What follows belongs to an exercise in optimizing a design on an open flow for small area; a production flow would make more cautious choices.
The RTL was checked by simulation tests, not by an equivalence proof against the original design.

$ cat flow/config.mk
export PLATFORM = sky130hd
export DESIGN_NAME = z70_core
export DESIGN_NICKNAME = z70_core
export VERILOG_FILES = /design/flow/design.v
export SDC_FILE = /design/flow/constraint.sdc
export NUM_CORES = 4
export LEC_CHECK = 0
export CAP_MARGIN = 20
export CORE_MARGIN = 2
export CORE_UTILIZATION = 70
export SLEW_MARGIN = 20
$ cat flow/constraint.sdc
create_clock -name core_clock -period 8.5 [get_ports {clk}]
set_input_delay 1.7000 -clock core_clock [delete_from_list [all_inputs] [get_ports {clk}]]
set_output_delay 1.7000 -clock core_clock [all_outputs]
set_load 0.01 [all_outputs]
$ cat flow/design.v
module z70_core (
    input  wire       clk,
    input  wire       rst,
    input  wire [8:0] pend,
    output wire [7:0] mem_addr,
    output wire       mem_we,
    output wire [7:0] mem_wdata,
    input  wire [7:0] mem_rdata,
    output wire       halted,
    output wire       faulted,
    output wire [1:0] fault_cause,
    output wire [7:0] fault_pc,
    output wire [8:0] fault_info,
    output wire [7:0] reg_a,
    output wire [7:0] reg_b,
    output wire [7:0] reg_i,
    output wire [8:0] pc,
    output wire [4:0] flags
);
    reg [1:0] oct;
    reg [2:0] cnt;
    reg       init;    
    reg       flt;     
    reg [7:0] ra, rb, ri, md, ir, pcl;
    reg       pc8, c;
    reg       f_of, f_cf, f_zf, f_pf, f_sf;
    wire first = (cnt == 3'd0);
    wire last  = (cnt == 3'd7);
    wire o0 = (oct == 2'd0);
    wire o1 = (oct == 2'd1);
    wire o2 = (oct == 2'd2);
    wire o3 = (oct == 2'd3);
    wire [3:0] op = ir[7:4];
    wire [3:0] m  = ir[3:0];
    wire is_bin = (op >= 4'h1) && (op <= 4'h6);
    wire is_uop = (op >= 4'h7) && (op <= 4'hB);
    wire is_un  = is_uop && (m[3:2] == 2'b00);
    wire is_jmp = (op == 4'hF) && (m <= 4'd5);
    wire is_nop = (ir == 8'hFF);
    wire legal  = is_bin || is_un || is_jmp || is_nop;
    wire extra  = is_jmp || (is_bin && (m == 4'h3 || m == 4'h4 || m == 4'h8 ||
                                        m == 4'h9 || m == 4'hC || m == 4'hF));
    wire ind    = is_bin ? (m == 4'h2 || m == 4'h7 || m == 4'hD || m == 4'hE)
                         : (is_un && m[1:0] == 2'd3);
    wire direct = is_bin && (m == 4'h4 || m == 4'h9 || m == 4'hF);
    wire s_b = (m == 4'h0) || (m == 4'hB) || (m == 4'hE);
    wire s_i = (m == 4'h1) || (m == 4'h6);
    wire s_m = (m == 4'h2) || (m == 4'h3) || (m == 4'h4) || (m == 4'h7) ||
               (m == 4'h8) || (m == 4'h9) || (m == 4'hC);
    reg [1:0] dsel, ssel;
    always @(*) begin
        if (is_bin) begin
            dsel = (m <= 4'h4) ? 2'd0 : (m <= 4'h9) ? 2'd1 : (m <= 4'hC) ? 2'd2 : 2'd3;
            ssel[1] = s_i | s_m;
            ssel[0] = s_b | s_m;
        end else begin
            dsel = m[1:0];
            ssel = 2'd0;
        end
    end
    wire o_add = (op == 4'h1);
    wire o_sub = (op == 4'h2) || (op == 4'h3);
    wire o_cmp = (op == 4'h3);
    wire o_lgc = (op == 4'h4) || (op == 4'h5);
    wire o_mov = (op == 4'h6);
    wire o_inc = (op == 4'h7);
    wire o_dec = (op == 4'h8);
    wire o_not = (op == 4'h9);
    wire o_shr = (op == 4'hA);
    wire o_shl = (op == 4'hB);
    wire wen   = (is_bin && !o_cmp) || is_un;
    wire fwen  = (is_bin && !o_mov) || (is_un && !o_not);
    wire memdst = (is_bin || is_un) && (dsel == 2'd3);
    reg d, s, dtap;
    always @(*) begin
        case (dsel)
            2'd0: begin d = ra[0]; dtap = ra[1]; end
            2'd1: begin d = rb[0]; dtap = rb[1]; end
            2'd2: begin d = ri[0]; dtap = ri[1]; end
            default: begin d = md[0]; dtap = md[1]; end
        endcase
        case (ssel)
            2'd0: s = ra[0];
            2'd1: s = rb[0];
            2'd2: s = ri[0];
            default: s = md[0];
        endcase
    end
    wire cin0 = o2 ? (o_sub | o_inc) : o0 ? 1'b1 : (flt | extra);
    wire ci   = first ? cin0 : c;
    wire sx   = o_sub ? ~s : o_inc ? 1'b0 : o_dec ? 1'b1 : s;
    wire sum  = d ^ sx ^ ci;
    wire cout = (d & sx) | (d & ci) | (sx & ci);
    reg r, cn;
    always @(*) begin
        r  = sum;
        cn = cout;
        case (op)
            4'h4: r = d & s;
            4'h5: r = d | s;
            4'h6: r = s;
            4'h9: r = ~d;
            4'hA: begin r = dtap & ~last; cn = r; end
            4'hB: begin r = ci; cn = d; end
            default: ;
        endcase
    end
    reg taken;
    always @(*) begin
        case (m[2:0])
            3'd0: taken = 1'b1;
            3'd1: taken = f_zf;
            3'd2: taken = f_sf;
            3'd3: taken = f_cf;
            3'd4: taken = f_of;
            default: taken = f_pf;
        endcase
    end
    wire [8:0] pcx = {pc8, pcl};
    wire [9:0] geq;
    assign geq[0] = 1'b1;
    genvar gi;
    generate
        for (gi = 0; gi < 9; gi = gi + 1) begin : g_ge
            assign geq[gi+1] = (pcx[gi] & ~pend[gi]) | ((pcx[gi] | ~pend[gi]) & geq[gi]);
        end
    endgenerate
    wire pc_ge = geq[9];
    wire at0  = o0 && first;
    wire stop = at0 && (pc_ge || flt);
    wire load_pc = o3 && (init || (is_jmp && taken && !flt));
    wire undo    = o3 && flt;
    wire pc_in   = load_pc ? (md[0] & ~init) : (pcl[0] ^ ci);
    wire pc_cn   = ci & (pcl[0] ^ undo);
    wire pcsh    = (o0 && !stop) || o3;
    assign reg_a   = ra;
    assign reg_b   = rb;
    assign reg_i   = ri;
    assign pc      = {pc8, pcl};
    assign flags   = {f_of, f_cf, f_zf, f_pf, f_sf};
    assign halted  = at0 && pc_ge;
    assign faulted = at0 && flt;
    assign fault_cause = legal ? 2'd1 : is_uop ? 2'd3 : 2'd2;
    assign fault_pc    = pcl;
    assign fault_info  = {legal & pend[8], md};
    wire alt = (cnt == 3'd1);
    assign mem_addr  = (alt && ind) ? ri : (alt && direct) ? mem_rdata : pcl;
    assign mem_we    = o3 && alt && memdst && wen && !flt && !init;
    assign mem_wdata = md;
    wire pass = o2 && !flt;
    wire sh   = pass || (o3 && init);
    wire wa   = pass && wen && (dsel == 2'd0);
    wire wb   = pass && wen && (dsel == 2'd1);
    wire wi   = pass && wen && (dsel == 2'd2);
    wire wm   = pass && wen && (dsel == 2'd3);
    always @(posedge clk) begin
        if (sh) begin
            ra <= {~init & (wa ? r : ra[0]), ra[7:1]};
            rb <= {~init & (wb ? r : rb[0]), rb[7:1]};
            ri <= {~init & (wi ? r : ri[0]), ri[7:1]};
        end
        if (pcsh)
            pcl <= {pc_in, pcl[7:1]};
        if ((o0 && alt) || (o1 && cnt == 3'd2 && !flt))
            md <= mem_rdata;
        else if (pass || (o3 && legal && (is_jmp || flt)))
            md <= {o3 ? pcl[0] : wm ? r : md[0], md[7:1]};
        if (o0 && alt)
            ir <= mem_rdata;
        c <= o2 ? cn : pc_cn;
        if ((o0 || o3) && last)
            pc8 <= load_pc ? 1'b0 : pc8 ^ pc_cn;
    end
    always @(posedge clk) begin
        if (rst) begin
            f_of <= 1'b0;
            f_cf <= 1'b0;
            f_zf <= 1'b0;
            f_pf <= 1'b0;
            f_sf <= 1'b0;
        end else if (pass && fwen) begin
            f_zf <= (first | f_zf) & ~r;
            f_pf <= (first | f_pf) ^ r;
            f_sf <= r;
            f_of <= ~o_lgc & (ci ^ cn);
            if (o_add || o_shl)
                f_cf <= cn;
            else if (o_sub)
                f_cf <= ~cn;
            else if (o_lgc)
                f_cf <= 1'b0;
            else if (o_shr && first)
                f_cf <= d;
        end
    end
    always @(posedge clk) begin
        if (rst) begin
            oct  <= 2'd3;
            cnt  <= 3'd0;
            init <= 1'b1;
            flt  <= 1'b0;
        end else if (!stop) begin
            {oct, cnt} <= {oct, cnt} + 5'd1;
            if (o3 && last)
                init <= 1'b0;
            if (o1 && first)
                flt <= !legal || (extra && pc_ge);
        end
    end
endmodule
$ cat flow/flow/run.sh
#!/bin/bash
# The standard layout with these changes:
#  - synthesis maps logic with an area-oriented ABC script (flow/abc_area.script)
#    and leaves adders to ABC; the rest of synthesis, including how registers
#    are inferred and named, is the standard one
#  - plain buf_1 cells as the port buffers
#  - a clock tree of clkbuf_4 cells without dummy loads
set -euo pipefail
cp -r "$FLOW_HOME/scripts" my_scripts
cp flow/abc_area.script my_scripts/abc_area.script
bash standard.sh "SCRIPTS_DIR=$PWD/my_scripts" ABC_AREA=1 ADDER_MAP_FILE= synth > synth_make.log 2>&1
bash standard.sh \
  "BUFFER_PORTS_ARGS=-buffer_cell sky130_fd_sc_hd__buf_1" \
  "CTS_ARGS=-sink_clustering_enable -repair_clock_nets -buf_list sky130_fd_sc_hd__clkbuf_4 -root_buf sky130_fd_sc_hd__clkbuf_4 -dont_use_dummy_load" \
  finish > layout_make.log 2>&1
$ cat flow/flow/abc_area.script
strash
balance
rewrite
refactor
balance
rewrite
rewrite -z
balance
refactor -z
rewrite -z
balance
&get -n
&deepsyn -T 20
&put
dch -f
amap
topo
$ cat flow/standard.sh
#!/bin/bash
# synth_recipe.tcl (not shown) runs the flow's synth.tcl, then flattens the netlist and writes it again
# the make line also repeats each setting of config.mk as NAME=value (left out here)
make -C /OpenROAD-flow-scripts/flow DESIGN_CONFIG=/design/flow/config.mk WORK_HOME=/design/flow/orfs CLKGATE_MAP_FILE= SYNTH_SCRIPT=/design/flow/synth_recipe.tcl "${@:-finish}"
==> impl_metrics.ini <==
[timing]
finClkSkew_ps = 32.11
setup_slack_ps = 2887
setup_viol = 0
relSlewSlack_pct = 37.85
final_max_slew_viol_count = 0
finalCritPeriodShare_pct = 66.04
rsz0062_at_grt = false
fin_crit_ps = 5613
tightest_slew_ps = 932.3
fmax_mhz = 178.2
setup_tns_ps = 0
final-hold-violation-count = 0

[cts]
cts_post_setup_buffers_inserted = 0
root_buffer = clkbuf_4
clock_path_buffers = 2
insertion_delay_ps = 410
cts_num_sinks = 62
clk_pin_slew_worst_paths_ps = 100
cts_hold_buf = 0
cts_tree = built
htreeDepth = 3
cts_buffers = 9
post_cts_resized = 0

[logic_synthesis]
synth.distinct_cells = 33
syn-num-nets = 358
synth_edf_count = 49
syn_area_mm2 = 0.003194
ys.flop_type = edfxtp_1
synth_area_per_cell_um2 = 9.423
yosys_warnings = 1
synth_seq_cells = 62
seq_area_frac_synth_pct = 54.21
netlist_instances = 339
async_reset_ff_share_pct = 0

[setup_path]
r2r_setup_slack_ps = 3800
startpoint_type = flip-flop
cp.required_ps = 6800
timing.rr.end = md[7]
path_max_fanout = 9
r2r_start = ir[5]
crit_path_start = ir[5]
path_class = reg -> out
end_kind = output pin
endpoint = mem_addr[2]
arrival_ps = 3910
rr_worst_depth = 15

[power_and_ir_drop]
p_clk_share_pct = 25.2
seqPwrFrac_pct = 63.8
ir_drop_mv = 0.1428
switching_power_mw = 0.1512
finalPower_mw = 0.5649
sw_frac_of_total_pct = 26.76
p_int_mw = 0.4137
leakage_nw = 1.208
combPwrFrac_pct = 11.0
p_per_area_mw_per_mm2 = 159.2

[place]
dpl.hpwl_um = 6435
pre_cts_slack_ps = 3416
gp_congestion = 0.9304
placed_area_mm2 = 0.003473
io_buffer_count = 94

[detailed_routing]
wl_um = 8826
drt-initial-drc-count = 403
dr.pass1.iters = 5
route.detailed.drc = 0
wl_per_cell_um = 18.62
met2WireLength_um = 4359
vias = 3061
routed-wl-met3_um = 958
top_layer_used = met4
drt-met1-wl_um = 3372
vias_per_cell = 6.458
antenna_left = 0

[layout]
final_cell_area_mm2 = 0.003548
diodes = 0
synthToLayoutAreaGrowth_pct = 11.08
finalNetCount = 443
utilization_pct = 80.94
drive_gt1_share_pct = 3.081

[status]
status = complete, no violations

[grt]
grt_pass1_vias = 2736
grt_antenna_before_repair = 0
track_usage_pct = 36.40
grt_overflow = 0
grt_pass1_wl_um = 14100
grt_start_max_net_pins = 26

[floorplanning]
rows = 24
die_area_mm2 = 0.005119
initial_utilization_pct = 72.86
io_pins = 95
core_mm2 = 0.004384
die_w_um = 71.55
die_h_um = 71.55

[run]
cap_violations = 0

[worst_hold_path]
hold_path_class = reg -> reg
min_path_cells = 0
[power groups by stage]
stage	Combinational (mW)	Clock [mW]	Sequential [mW]
global route	0.0678	0.151	0.362
global placement	0.0584	0	0.365
floorplan	0.0291	0	0.370
detailed placement	0.0604	0	0.366
finish	0.0622	0.142	0.361
CTS	0.0613	0.140	0.360
[sequential cells by signal, summed over array words and instances, names as in the netlist]
register,cells
c,1
cnt,3
f_cf,1
f_of,1
f_pf,1
f_sf,1
f_zf,1
flt,1
init,1
ir,8
md,8
oct,2
pc8,1
pcl,8
ra,8
rb,8
ri,8
[routing by layer]
| layer | global-route usage [%] | up-vias |
|---|---|---|
| met3 | 7.736 | 23 |
| li1 | - | 1393 |
| met4 | 9.015 | 0 |
| met1 | 49.81 | 1391 |
| met5 | 0 | - |
| met2 | 60.08 | 254 |
[critical path, stage by stage, from the launching register on]
cell and delay, ps:
edfxtp_1 460, clkinv_1 220, nand2_1 140, o22ai_1 90
nor2_1 260, clkinv_1 290, o32ai_1 440, clkinv_1 210
nand2_1 180, or3_1 160, o32ai_2 180, or2_0 380
o21ai_0 280, buf_1 220
[final cells by class]
type                       count  area, µm²
sequential                    62       1732
timing repair buffer          96      367.9
multi-input combinational    212       1155
inverter                      43      161.4
clock buffer                   9      67.56
tap                           52      65.06
fill                         277      835.8
[placed cells by master, fill, tap and decap left out, drive strengths merged, types with 2 or more instances in the layout]
master,instances
nand3,5
nor2,56
o221ai,2
o22ai,11
or2,2
a31oi,3
o211ai,3
or3,5
edfxtp,49
and2,2
o22a,8
nor4,2
clkinv,43
dfxtp,13
o21ai,26
buf,96
nand2,21
a22oi,10
nor3,17
a21oi,21
o32ai,3
clkbuf,9
a221oi,2
o221a,2
o32a,2
[cell usage after synthesis (all sizes together) (8+ instances only)]
cell | n | area, µm²
buf | 22 | 165.2
nand2 | 21 | 78.83
nor3 | 17 | 85.08
a22oi | 10 | 75.07
o22a | 8 | 70.07
a21oi | 21 | 105.1
o21ai | 26 | 130.1
nor2 | 56 | 210.2
dfxtp | 13 | 260.3
clkinv | 43 | 161.4
o22ai | 11 | 68.82
edfxtp | 49 | 1471
[kinds of logic (layout without fill, tap and decap cells)]
| group | count (synthesis) | in the layout | share of synthesized area (%) |
|---|---|---|---|
| compound gates | 100 | 100 | 20.53 |
| buf+inv | 65 | 148 | 10.22 |
| flops | 62 | 62 | 54.21 |
| simple gates | 112 | 112 | 15.04 |
[how the worst min path moves through the flow]
stage / start / endpoint / slack, ps
after floorplan: init / init / 470
after global placement: ra[2] / ra[1] / 430
after detailed placement: rb[6] / rb[5] / 430
after CTS: rb[7] / rb[6] / 450
after global routing: rb[6] / rb[5] / 460
final: rb[6] / rb[5] / 450
[per-stage QoR]
stage	cells	hold WS, ps
6_report	474	454.1
5_1_grt	474	457.0
4_1_cts	474	449.0
3_5_place_dp	465	433.4
3_3_place_gp	465	425.9
2_1_floorplan	339	472.5

[port drivers added, routing unchanged]
In the flow no input, the clock included, has a driving cell. The finished layout below was timed again as built, in two steps.
Step 1: set_driving_cell puts a clkbuf_16 on clk and a buf_2 on each other input, an assumption about the parent block.
Step 2 also shifts input and output timing later by t, the mid clock arrival at the registers, as if the neighbouring blocks saw the same clock.
Slacks: ideal ports / drivers / drivers and shift; pairs: ideal ports / drivers.
t (ns): 0.415
slack for setup (ns): 2.887 / 2.862 / 3.277
worst setup path after step 2: register to output
worst data-port slew with drivers (ns): 0.05
cell pins on the clock port's net: 1
After both steps setup and hold are still met in this run. The setup slack of this run moves by -0.025 ns with the drivers and by +0.390 ns with both steps.
